This is an optimization exercise on Yosys and OpenROAD, whose aim is small area, not a production implementation.
Function was checked by simulation only, so behaviour that the tests miss may differ from the original.
Power and IR drop assume default switching activity.

==> flow/design.v <==
module pipe_core (
    input  wire        clk,
    input  wire        rst,
    output wire [31:0] imem_addr,
    input  wire [31:0] imem_rdata,
    output wire [4:0]  rf_raddr1,
    output wire [4:0]  rf_raddr2,
    input  wire [31:0] rf_rdata1,
    input  wire [31:0] rf_rdata2,
    output wire        rf_we,
    output wire [4:0]  rf_waddr,
    output wire [31:0] rf_wdata,
    output wire [31:0] dmem_addr,
    output wire        dmem_re,
    output wire        dmem_we,
    output wire [31:0] dmem_wdata,
    input  wire [31:0] dmem_rdata,
    output wire [31:0] pc,
    output wire [31:0] ifid_instr,
    output wire [31:0] idex_instr,
    output wire [31:0] exmem_instr,
    output wire [31:0] memwb_instr
);
    reg [31:2] pc_q;         
    reg [31:0] ifid_q;
    reg [31:0] idex_q;
    reg [31:0] exmem_q;
    reg [31:0] memwb_q;
    reg [31:0] ex_a_q;       
    reg [31:0] ex_b_q;       
    reg        ex_sub_q;     
    reg [31:0] mem_alu_q;    
    reg [31:0] mem_wd_q;     
    reg [31:0] wb_q;         
    wire [5:0] d_op = ifid_q[31:26];
    wire [4:0] d_rs = ifid_q[25:21];
    wire [4:0] d_rt = ifid_q[20:16];
    wire [5:0] e_op = idex_q[31:26];
    wire       e_rtype = (e_op == 6'h00);
    wire       e_lw    = (e_op == 6'h23);
    wire       e_wr    = e_rtype | e_lw;
    wire [4:0] e_dst   = e_op[0] ? idex_q[20:16] : idex_q[15:11];
    wire [5:0] m_op = exmem_q[31:26];
    wire       m_lw = (m_op == 6'h23);
    wire       m_sw = (m_op == 6'h2B);
    wire       m_wr = (m_op == 6'h00) | m_lw;
    wire [4:0] m_dst = m_op[0] ? exmem_q[20:16] : exmem_q[15:11];
    wire [5:0] w_op = memwb_q[31:26];
    wire       w_wr = (w_op == 6'h00) | (w_op == 6'h23);
    wire [4:0] w_dst = w_op[0] ? memwb_q[20:16] : memwb_q[15:11];
    wire [31:0] e_res;
    pc_alu u_alu (.instr(idex_q), .sub(ex_sub_q), .a(ex_a_q), .b(ex_b_q), .res(e_res));
    wire [31:0] m_wb;
    pc_mux2 u_wb (.s(m_lw), .a1(dmem_rdata), .a0(mem_alu_q), .y(m_wb));
    wire [4:0] f_rs = imem_rdata[25:21];
    wire [4:0] f_rt = imem_rdata[20:16];
    wire [5:0] d_opx = ifid_q[31:26];
    wire       d_wr  = (d_opx == 6'h00) | (d_opx == 6'h23);
    wire [4:0] d_dst = d_opx[0] ? ifid_q[20:16] : ifid_q[15:11];
    reg m_hit_rs, m_hit_rt, e_hit_rs, e_hit_rt;
    always @(posedge clk) begin
        m_hit_rs <= e_wr & (e_dst == f_rs) & (|f_rs);
        m_hit_rt <= e_wr & (e_dst == f_rt) & (|f_rt);
        e_hit_rs <= d_wr & (d_dst == f_rs) & (|f_rs);
        e_hit_rt <= d_wr & (d_dst == f_rt) & (|f_rt);
    end
    wire        d_equal;
    wire [31:0] d_xn, d_yn;      
    pc_equnit u_eq (.hs(m_hit_rs), .ht(m_hit_rt), .a(rf_rdata1), .b(rf_rdata2), .c(mem_alu_q),
                    .equal(d_equal), .xn(d_xn), .yn(d_yn));
    wire a_se  = e_hit_rs;
    wire a_sl  = ~e_hit_rs & m_hit_rs & m_lw;
    wire a_sqn = e_hit_rs | (m_hit_rs & m_lw);
    wire b_se  = e_hit_rt;
    wire b_sl  = ~e_hit_rt & m_hit_rt & m_lw;
    wire b_sqn = e_hit_rt | (m_hit_rt & m_lw);
    wire [31:0] d_fa, d_fb;
    pc_fwd u_fa (.se(a_se), .sl(a_sl), .sqn(a_sqn), .e(e_res), .d(dmem_rdata), .qn(d_xn), .y(d_fa));
    pc_fwd u_fb (.se(b_se), .sl(b_sl), .sqn(b_sqn), .e(e_res), .d(dmem_rdata), .qn(d_yn), .y(d_fb));
    wire        d_beq   = (d_op == 6'h04);
    wire        d_j     = (d_op == 6'h02);
    wire        d_taken = d_beq & d_equal;
    wire [31:2] d_next;
    pc_next u_next (.pc(pc_q), .instr(ifid_q[25:0]), .taken(d_taken), .jump(d_j), .rst(rst), .next(d_next));
    assign imem_addr   = {pc_q, 2'b00};
    assign pc          = {pc_q, 2'b00};
    assign rf_raddr1   = d_rs;
    assign rf_raddr2   = d_rt;
    assign rf_we       = w_wr;
    assign rf_waddr    = w_dst;
    assign rf_wdata    = wb_q;
    assign dmem_addr   = mem_alu_q;
    assign dmem_re     = m_lw;
    assign dmem_we     = m_sw;
    assign dmem_wdata  = mem_wd_q;
    assign ifid_instr  = ifid_q;
    assign idex_instr  = idex_q;
    assign exmem_instr = exmem_q;
    assign memwb_instr = memwb_q;
    always @(posedge clk) begin
        if (rst) begin
            ifid_q  <= 32'd0;
            idex_q  <= 32'd0;
            exmem_q <= 32'd0;
            memwb_q <= 32'd0;
        end else begin
            ifid_q  <= imem_rdata;
            idex_q  <= ifid_q;
            exmem_q <= idex_q;
            memwb_q <= exmem_q;
        end
    end
    always @(posedge clk) begin
        ex_sub_q  <= ~ifid_q[31] & ifid_q[1];
        ex_a_q    <= d_fa;
        ex_b_q    <= d_fb;
        pc_q      <= d_next;      
        mem_alu_q <= e_res;
        mem_wd_q  <= ex_b_q;
        wb_q      <= m_wb;
    end
endmodule
module pc_bk_add #(parameter N = 32) (
    input  wire [N-1:0] a,
    input  wire [N-1:0] b,
    input  wire         cin,
    output wire [N-1:0] s,
    output wire         cout
);
    localparam integer TOPD = (N > 32) ? 32 : (N > 16) ? 16 : (N > 8) ? 8 : (N > 4) ? 4 : (N > 2) ? 2 : 1;
    reg [N-1:0] g, p;
    reg [N:0]   c;
    integer i, d;
    always @(*) begin
        g = a & b;
        p = a ^ b;
        g[0] = g[0] | (p[0] & cin);
        for (d = 1; d < N; d = d * 2)
            for (i = 2 * d - 1; i < N; i = i + 2 * d) begin
                g[i] = g[i] | (p[i] & g[i-d]);
                p[i] = p[i] & p[i-d];
            end
        for (d = TOPD; d >= 1; d = d / 2)
            for (i = 3 * d - 1; i < N; i = i + 2 * d) begin
                g[i] = g[i] | (p[i] & g[i-d]);
                p[i] = p[i] & p[i-d];
            end
        c[0] = cin;
        for (i = 0; i < N; i = i + 1)
            c[i+1] = g[i];
    end
    assign s    = a ^ b ^ c[N-1:0];
    assign cout = c[N];
endmodule
module pc_alu (input wire [31:0] instr, input wire sub, input wire [31:0] a, input wire [31:0] b, output wire [31:0] res);
    wire [5:0] fn  = instr[5:0];
    wire       imm = instr[31];
    wire       fok = ~imm & fn[5] & ~fn[4];
    wire       f_add = imm | (fok & (fn[3:0] == 4'h0)) | (fok & (fn[3:0] == 4'h2));
    wire       f_and = fok & (fn[3:0] == 4'h4);
    wire       f_or  = fok & (fn[3:0] == 4'h5);
    wire       f_slt = fok & (fn[3:0] == 4'hA);
    wire       k_c = f_add;
    wire       k_g = f_or | f_and;
    wire       k_p = ~f_add & ~f_or;
    wire       immn = ~imm;
    wire [31:0] tn, bx, p, g, kn;
    wire [32:0] c;
    wire [15:0] ivn;
    assign c[0] = sub;
    genvar i;
    generate
        for (i = 0; i < 16; i = i + 1) begin : g_imm
            c_inv u_i (.a(instr[i]), .y(ivn[i]));
        end
        for (i = 0; i < 32; i = i + 1) begin : g_bit
            c_xnor2 u_t (.a(b[i]), .b(sub), .y(tn[i]));
            c_o22ai u_b (.a1(immn), .a2(ivn[i < 16 ? i : 15]), .b1(imm), .b2(tn[i]), .y(bx[i]));
            c_ha    u_h (.a(a[i]), .b(bx[i]), .s(p[i]), .co(g[i]));
            c_a222oi u_k (.a1(k_c), .a2(c[i]), .b1(k_g), .b2(g[i]), .c1(k_p), .c2(p[i]), .y(kn[i]));
        end
        for (i = 1; i < 32; i = i + 1) begin : g_res
            c_xnor2 u_r (.a(p[i]), .b(kn[i]), .y(res[i]));
        end
    endgenerate
    wire r0;
    c_xnor2 u_r0 (.a(p[0]), .b(kn[0]), .y(r0));
    assign res[0] = r0 | (f_slt & ~c[32]);
    pc_gr_carry u_cy (.g(g), .p(p), .cin(sub), .c(c[32:1]));
endmodule
module pc_gr_carry #(parameter NG = 8) (input wire [4*NG-1:0] g, input wire [4*NG-1:0] p, input wire cin,
                                        output wire [4*NG-1:0] c);
    wire [NG:0] cg;          
    assign cg[0] = cin;
    genvar m;
    generate
        for (m = 0; m < NG; m = m + 1) begin : grp
            wire t1, t2, gg, pg;
            c_a21o u_t1 (.a1(p[4*m+1]), .a2(g[4*m]),   .b1(g[4*m+1]), .y(t1));
            c_a21o u_t2 (.a1(p[4*m+2]), .a2(t1),       .b1(g[4*m+2]), .y(t2));
            c_a21o u_gg (.a1(p[4*m+3]), .a2(t2),       .b1(g[4*m+3]), .y(gg));
            c_and4 u_pg (.a(p[4*m]), .b(p[4*m+1]), .c(p[4*m+2]), .d(p[4*m+3]), .y(pg));
            c_a21o u_cg (.a1(pg), .a2(cg[m]), .b1(gg), .y(cg[m+1]));
            c_a21o u_c0 (.a1(p[4*m]),   .a2(cg[m]),    .b1(g[4*m]),   .y(c[4*m]));
            c_a21o u_c1 (.a1(p[4*m+1]), .a2(c[4*m]),   .b1(g[4*m+1]), .y(c[4*m+1]));
            c_a21o u_c2 (.a1(p[4*m+2]), .a2(c[4*m+1]), .b1(g[4*m+2]), .y(c[4*m+2]));
            assign c[4*m+3] = cg[m+1];
        end
    endgenerate
endmodule
module pc_equnit (input wire hs, input wire ht, input wire [31:0] a, input wire [31:0] b,
                  input wire [31:0] c, output wire equal, output wire [31:0] xn, output wire [31:0] yn);
    wire hsn, htn;
    c_inv u_hsn (.a(hs), .y(hsn));
    c_inv u_htn (.a(ht), .y(htn));
    wire [31:0] eq;
    wire [7:0]  ne4;
    wire [1:0]  eq16;
    genvar i;
    generate
        for (i = 0; i < 32; i = i + 1) begin : g_bit
            c_o22ai u_x (.a1(hsn), .a2(c[i]), .b1(hs), .b2(a[i]), .y(xn[i]));
            c_o22ai u_y (.a1(htn), .a2(c[i]), .b1(ht), .b2(b[i]), .y(yn[i]));
            c_xnor2 u_e (.a(xn[i]), .b(yn[i]), .y(eq[i]));
        end
        for (i = 0; i < 8; i = i + 1) begin : g_grp
            c_nand4 u_n (.a(eq[4*i]), .b(eq[4*i+1]), .c(eq[4*i+2]), .d(eq[4*i+3]), .y(ne4[i]));
        end
        for (i = 0; i < 2; i = i + 1) begin : g_half
            c_nor4 u_h (.a(ne4[4*i]), .b(ne4[4*i+1]), .c(ne4[4*i+2]), .d(ne4[4*i+3]), .y(eq16[i]));
        end
    endgenerate
    c_and2 u_eq (.a(eq16[0]), .b(eq16[1]), .y(equal));
endmodule
module pc_fwd (input wire se, input wire sl, input wire sqn, input wire [31:0] e, input wire [31:0] d,
               input wire [31:0] qn, output wire [31:0] y);
    wire [31:0] t;
    genvar i;
    generate
        for (i = 0; i < 32; i = i + 1) begin : g_bit
            c_a22oi u_t (.a1(se), .a2(e[i]), .b1(sl), .b2(d[i]), .y(t[i]));
            c_o21ai u_y (.a1(sqn), .a2(qn[i]), .b1(t[i]), .y(y[i]));
        end
    endgenerate
endmodule
module pc_mux2 (input wire s, input wire [31:0] a1, input wire [31:0] a0, output wire [31:0] y);
    wire sn;
    c_inv u_sn (.a(s), .y(sn));
    genvar i;
    generate
        for (i = 0; i < 32; i = i + 1) begin : g_bit
            c_a22o u_y (.a1(s), .a2(a1[i]), .b1(sn), .b2(a0[i]), .y(y[i]));
        end
    endgenerate
endmodule
module pc_next (input wire [31:2] pc, input wire [25:0] instr, input wire taken, input wire jump,
                input wire rst, output wire [31:2] next);
    wire [15:0] pc_lo = pc[17:2];
    wire [13:0] pc_hi = pc[31:18];
    wire [15:0] br_lo;
    wire        br_c16;
    wire [15:0] bp, bg, bc;
    genvar h;
    generate
        for (h = 0; h < 16; h = h + 1) begin : g_bpg
            c_ha u_h (.a(pc_lo[h]), .b(instr[h]), .s(bp[h]), .co(bg[h]));
        end
    endgenerate
    pc_gr_carry #(.NG(4)) u_bc (.g(bg), .p(bp), .cin(1'b1), .c(bc));
    assign br_lo  = bp ^ {bc[14:0], 1'b1};
    assign br_c16 = bc[15];
    reg  [16:0] lo_run;      
    reg  [13:0] hi_inc;      
    reg  [13:0] hi_dec;      
    integer k;
    always @(*) begin
        lo_run[0] = 1'b1;
        for (k = 0; k < 16; k = k + 1) lo_run[k+1] = lo_run[k] & pc_lo[k];
        hi_inc[0] = 1'b1;
        hi_dec[0] = 1'b1;
        for (k = 0; k < 13; k = k + 1) begin
            hi_inc[k+1] = hi_inc[k] & pc_hi[k];
            hi_dec[k+1] = hi_dec[k] & ~pc_hi[k];
        end
    end
    wire [15:0] pc4_lo = pc_lo ^ lo_run[15:0];
    wire up   = taken ? (~instr[15] & br_c16) : lo_run[16];
    wire down = taken & instr[15] & ~br_c16;
    wire s_j  = jump & ~rst;
    wire s_nj = ~jump & ~rst;
    wire s_b  = taken & ~jump & ~rst;
    wire s_p  = ~taken & ~jump & ~rst;
    wire [15:0] nn;
    wire [13:0] x, y;
    genvar i;
    generate
        for (i = 0; i < 16; i = i + 1) begin : g_lo
            c_a222oi u_n (.a1(s_j), .a2(instr[i]), .b1(s_b), .b2(br_lo[i]), .c1(s_p), .c2(pc4_lo[i]), .y(nn[i]));
            c_inv    u_y (.a(nn[i]), .y(next[i+2]));
        end
        for (i = 0; i < 14; i = i + 1) begin : g_hi
            c_a22o u_x (.a1(up), .a2(hi_inc[i]), .b1(down), .b2(hi_dec[i]), .y(x[i]));
            if (i < 10) begin : j
                c_xor2 u_s (.a(pc_hi[i]), .b(x[i]), .y(y[i]));
                c_a22o u_y (.a1(s_j), .a2(instr[16+i]), .b1(s_nj), .b2(y[i]), .y(next[18+i]));
            end else begin : k
                c_xnor2 u_s (.a(pc_hi[i]), .b(x[i]), .y(y[i]));
                c_nor2  u_y (.a(rst), .b(y[i]), .y(next[18+i]));
            end
        end
    endgenerate
endmodule
module c_inv (input wire a, output wire y); assign y = ~a; endmodule
module c_nand2 (input wire a, input wire b, output wire y); assign y = ~(a & b); endmodule
module c_nor2 (input wire a, input wire b, output wire y); assign y = ~(a | b); endmodule
module c_and2 (input wire a, input wire b, output wire y); assign y = a & b; endmodule
module c_nand4 (input wire a, input wire b, input wire c, input wire d, output wire y); assign y = ~(a & b & c & d); endmodule
module c_nor4 (input wire a, input wire b, input wire c, input wire d, output wire y); assign y = ~(a | b | c | d); endmodule
module c_o22ai (input wire a1, input wire a2, input wire b1, input wire b2, output wire y); assign y = ~((a1 | a2) & (b1 | b2)); endmodule
module c_xnor2 (input wire a, input wire b, output wire y); assign y = ~(a ^ b); endmodule
module c_a21o (input wire a1, input wire a2, input wire b1, output wire y); assign y = (a1 & a2) | b1; endmodule
module c_a222oi (input wire a1, input wire a2, input wire b1, input wire b2, input wire c1, input wire c2, output wire y); assign y = ~((a1 & a2) | (b1 & b2) | (c1 & c2)); endmodule
module c_ha (input wire a, input wire b, output wire s, output wire co); assign s = a ^ b; assign co = a & b; endmodule
module c_a22oi (input wire a1, input wire a2, input wire b1, input wire b2, output wire y); assign y = ~((a1 & a2) | (b1 & b2)); endmodule
module c_a22o (input wire a1, input wire a2, input wire b1, input wire b2, output wire y); assign y = (a1 & a2) | (b1 & b2); endmodule
module c_o21ai (input wire a1, input wire a2, input wire b1, output wire y); assign y = ~((a1 | a2) & b1); endmodule
module c_and4 (input wire a, input wire b, input wire c, input wire d, output wire y); assign y = a & b & c & d; endmodule
module c_xor2 (input wire a, input wire b, output wire y); assign y = a ^ b; endmodule
==> flow/flow/run.sh <==
#!/bin/bash
set -euo pipefail
here=$(cd "$(dirname "$0")" && pwd)
bash standard.sh \
  "BUFFER_PORTS_ARGS=-buffer_cell sky130_fd_sc_hd__buf_1" \
  "PRE_FLOORPLAN_TCL=$here/downsize.tcl" \
  "CTS_ARGS=-sink_clustering_enable -repair_clock_nets -buf_list sky130_fd_sc_hd__clkbuf_8 -sink_clustering_size 16 -sink_clustering_max_diameter 70 -dont_use_dummy_load" \
  finish > standard.log 2>&1
==> flow/flow/downsize.tcl <==
# Before floorplanning: put every logic cell that synthesis sized up back to
# its smallest drive strength of the same function; repair_design and
# repair_timing later size up only the cells that timing needs. Registers,
# buffers and clock cells are left as they are.
set db [ord::get_db]
set n 0
foreach inst [[ord::get_db_block] getInsts] {
  set m [[$inst getMaster] getName]
  if {![regexp {^(sky130_fd_sc_hd__[a-z0-9]+)_([0-9]+)$} $m -> base sz]} { continue }
  if {$sz eq "0" || $sz eq "1"} { continue }
  if {[regexp {df|dl|buf|clk|conb|tap|fill|decap|diode} $base]} { continue }
  foreach k {1 0} {
    set nm [$db findMaster ${base}_$k]
    if {$nm ne "NULL"} {
      $inst swapMaster $nm
      incr n
      break
    }
  }
}
puts "downsize.tcl: $n cells set to their smallest drive strength"
==> flow/standard.sh <==
#!/bin/bash
# synth_recipe.tcl (not shown) runs the flow's synth.tcl, then flattens the netlist and writes it again
# the make line also repeats each setting of config.mk as NAME=value (left out here)
make -C /OpenROAD-flow-scripts/flow DESIGN_CONFIG=/design/flow/config.mk WORK_HOME=/design/flow/orfs CLKGATE_MAP_FILE= SYNTH_SCRIPT=/design/flow/synth_recipe.tcl "${@:-finish}"
==> flow/config.mk <==
export PLATFORM = sky130hd
export DESIGN_NAME = pipe_core
export DESIGN_NICKNAME = pipe_core
export VERILOG_FILES = /design/flow/design.v
export SDC_FILE = /design/flow/constraint.sdc
export NUM_CORES = 4
export LEC_CHECK = 0
export CAP_MARGIN = 20
export CORE_MARGIN = 2
export CORE_UTILIZATION = 60
export SLEW_MARGIN = 20
export SYNTH_HIERARCHICAL = 1
==> flow/constraint.sdc <==
create_clock -name core_clock -period 5.5 [get_ports {clk}]
set_input_delay 1.1000 -clock core_clock [delete_from_list [all_inputs] [get_ports {clk}]]
set_output_delay 1.1000 -clock core_clock [all_outputs]
set_load 0.01 [all_outputs]
==> run summary <==
- The flow ran to the end and the layout has no timing, DRC or antenna violations.
- The via density per instance is 6.06.
- The last weighted congestion value of the routability-driven placer is 0.914.
- The transition at the pin with the smallest max-transition slack is 975 ps.
- The min-delay analysis places its worst path in the category reg -> reg.
- The library cell used most frequently in the layout, excluding fill and tap cells, is sky130_fd_sc_hd__buf_1.
- In this run the vertical extent of the chip is 156 µm.
- The count of hold buffers inserted by post-cts repair is 0.
- Cells with a size suffix above 1 make up 3.07% of the layout.
- The number of buffers created by CTS is 24.
- The sum of net half-perimeters after detailed placement is 30.2 mm.
- The number of buffer cells added on primary ports is 431.
- The maximum root-to-sink buffer count is 3.
- The worst voltage drop across the vdd grid is 262 µV.
- The wire length after detailed routing is 41.6 mm.
- For this design the top-level I/O count stands at 436.
- After routing the design area is 0.0159 mm².
- Once placement completed, the tool counted placed cells totaling 1989.
- The layout has 1810 filler cells.
- Across every metal layer, demand over resource in global routing totals 32.3%.
- Setup total negative slack on the finished layout was measured at 0 ps.
- The count of warnings emitted by yosys is 8.
- In this run the clock root is driven by a sky130_fd_sc_hd__clkbuf_8.
- In this run the worst setup path terminates at ex_b_q[31]$_DFF_P_.
- The filler-free cell count of the finished design is 2013.
- The post-detailed-route count of antenna-violating nets is 0.
- The detailed router placed 12202 vias in this run.
- The cell area after placement is 0.0155 mm².
- The starting DRC count in detailed routing is 1116.
- The type of the worst setup path is reg -> reg.
- The global route total overflow is 0.
- The upper clock frequency limit is 210 MHz.
- The final critical path time including I/O delays and setup is 4770 ps.
- The region available for standard cell placement spans 0.0226 mm².
- STA classifies the critical path startpoint as a flop.
- CTS built an H-tree with a depth of 1.
- TritonCTS built the clock tree.
- The number of global-route vias before repair is 11170.
- Measured against its own limit, the worst slew margin works out to 34.8%.
- STA classifies the critical path endpoint as a flop.
- The final hold violation count is 0.
- The overall die width is 156 µm.
- Max-cap violations in this run came to 0.
- Clock latency on the worst-skew pair, taken at its later pin, is 570 ps.
- The number of optimization iterations in the first detailed-route pass is 6.
- In this run the critical register-to-register path is launched from idex_q[31]$_SDFF_PP0_.
- The average wire length per cell after detail routing is 20.7 µm.
- The number of setup buffers added after CTS is 0.
- The final cycle utilization of the critical path is 86.7%.
- The antenna diode instance count is 0.
- The power density over the cells is 330 mW/mm².
- The final worst clock skew is 48.4 ps.
- The number of clock sinks is 323.
- Gates resized during post-CTS repair numbered 0.
- The final-report setup violation count is 0.
- The final layout net count is 1923.
- Counting every instance in the synthesized netlist gives 1312.
- Entering global routing, the biggest net connects 90 pins.
- At the worst endpoint, the required time is 5950 ps.
- The leakage power figure is 6.68 nW.
- The starting density of the core is 61.1%.
- Setup repair after global routing left no endpoint under its margin.
- In this run the register-to-register setup slack is 730 ps.
- The floorplan row count is 55.
- The first element of the critical path is idex_q[31]$_SDFF_PP0_.
- The endpoint identified for the worst register-to-register timing path is ex_b_q[31]$_DFF_P_.
- For the worst flop-to-flop path, the logic depth is 20.
- The number of slew-limit violations in the final report is 0.
- The number of remaining DRC errors is 0.
- The top cell types in the final layout, fill and taps aside, are sky130_fd_sc_hd__buf_1, sky130_fd_sc_hd__dfxtp_1, sky130_fd_sc_hd__nor2b_1.
- For the worst setup path, the data arrival time is 5220 ps.
- The maximum fanout along the worst path is 19.
- The clock-pin slew on the worst setup and hold paths is 90 ps.
- The initial antenna violation count came to 0.
- The die covers 0.0242 mm².
- The wire length of the first global-routing pass is 61.9 mm.
cell type report:
class / instances / area (µm²) / area share (%)
Tap cell: 285 / 357 / 2.25
Inverter: 48 / 180 / 1.14
Multi-Input combinational cell: 884 / 6780 / 42.7
Sequential cell: 323 / 6470 / 40.8
Clock buffer: 24 / 330 / 2.08
Timing Repair Buffer: 449 / 1760 / 11.1
metrics by stage:
| stage | setup slack [ps] | utilization, % | hold WS [ps] | power [mW] |
|---|---|---|---|---|
| floorplan | 333 | - | 350 | 3.69 |
| global placement | 970 | 68.8 | 359 | 4.14 |
| detailed placement | 833 | 68.8 | 360 | 4.15 |
| CTS | 785 | 70.2 | 372 | 5.24 |
| global route | 430 | 70.3 | 375 | 5.47 |
| finish | 730 | 70.3 | 370 | 5.24 |
routing by layer:
layer  global-route usage [%]  up-vias  wire (µm)
li1                         -     5693          -
met1                     43.8     5781      17400
met2                     53.7      643      19300
met3                     5.00       85       3760
met4                     9.35        0       1100
met5                        0        -          0
power by group:
part	leakage (nW)	internal (mW)	switching, mW	total, mW
combinational	3.82	0.528	0.716	1.24
sequential	2.68	2.65	0.242	2.89
clock	0.173	0.392	0.721	1.11
total	6.68	3.56	1.68	5.24
worst min-delay path by stage:
stage | slack, ps | endpoint | cells after the start | from
after floorplan | 350 | mem_wd_q[0]$_DFF_P_ | 0 | ex_b_q[0]$_DFF_P_
after global placement | 360 | mem_wd_q[30]$_DFF_P_ | 0 | ex_b_q[30]$_DFF_P_
final | 370 | mem_wd_q[5]$_DFF_P_ | 0 | ex_b_q[5]$_DFF_P_
after global routing | 380 | mem_wd_q[0]$_DFF_P_ | 0 | ex_b_q[0]$_DFF_P_
after detailed placement | 360 | mem_wd_q[5]$_DFF_P_ | 0 | ex_b_q[5]$_DFF_P_
after CTS | 370 | mem_wd_q[1]$_DFF_P_ | 0 | ex_b_q[1]$_DFF_P_
flip-flops by register name (all words and copies together) (netlist names):
name	count
ex_a_q	32
ex_b_q	32
exmem_q	32
idex_q	32
ifid_q	32
mem_alu_q	32
mem_wd_q	32
memwb_q	32
wb_q	32
pc_q	30
e_hit_rs	1
e_hit_rt	1
ex_sub_q	1
m_hit_rs	1
m_hit_rt	1
critical path: stages, from the launching register on:
cell and delay (ps):
sky130_fd_sc_hd__dfxtp_2 560, sky130_fd_sc_hd__inv_1 340, sky130_fd_sc_hd__o22ai_1 260, sky130_fd_sc_hd__ha_1 310, sky130_fd_sc_hd__a21o_1 200, sky130_fd_sc_hd__a21o_1 150, sky130_fd_sc_hd__a21o_1 150, sky130_fd_sc_hd__a21o_1 180
sky130_fd_sc_hd__a21o_1 190, sky130_fd_sc_hd__a21o_1 190, sky130_fd_sc_hd__a21o_1 200, sky130_fd_sc_hd__a21o_1 220, sky130_fd_sc_hd__a21o_1 200, sky130_fd_sc_hd__a21o_1 190, sky130_fd_sc_hd__a21o_1 180, sky130_fd_sc_hd__a21o_1 170
sky130_fd_sc_hd__a21o_1 150, sky130_fd_sc_hd__a222oi_1 360, sky130_fd_sc_hd__xnor2_1 170, sky130_fd_sc_hd__a22oi_1 190, sky130_fd_sc_hd__o21ai_1 90

## static timing again, ports no longer ideal
Ports are ideal in the flow. The routed layout listed here was re-timed in OpenROAD.
Step 1: set_driving_cell puts a clkbuf_16 on clk and a buf_2 on each other input, an assumption about the parent block.
Step 2 times the ports against the registers' clock, not the clock port: input delays grow and output delays shrink by t, the midpoint of the rising clock arrivals with the driver on.
Three values: no drivers, after step 1, after step 2; two values: the first two.
t, ns: 0.595
slack for setup (ns): 0.730 / 0.730 / 0.730
worst hold slack (ns): 0.370 / 0.370 / 0.370
worst setup path at the end: register to register
pins driven straight from the clock port: 1
After both steps setup and hold are still met in this run. For this run, drivers alone change the setup slack by 0.000 ns; drivers and shift together by 0.000 ns.
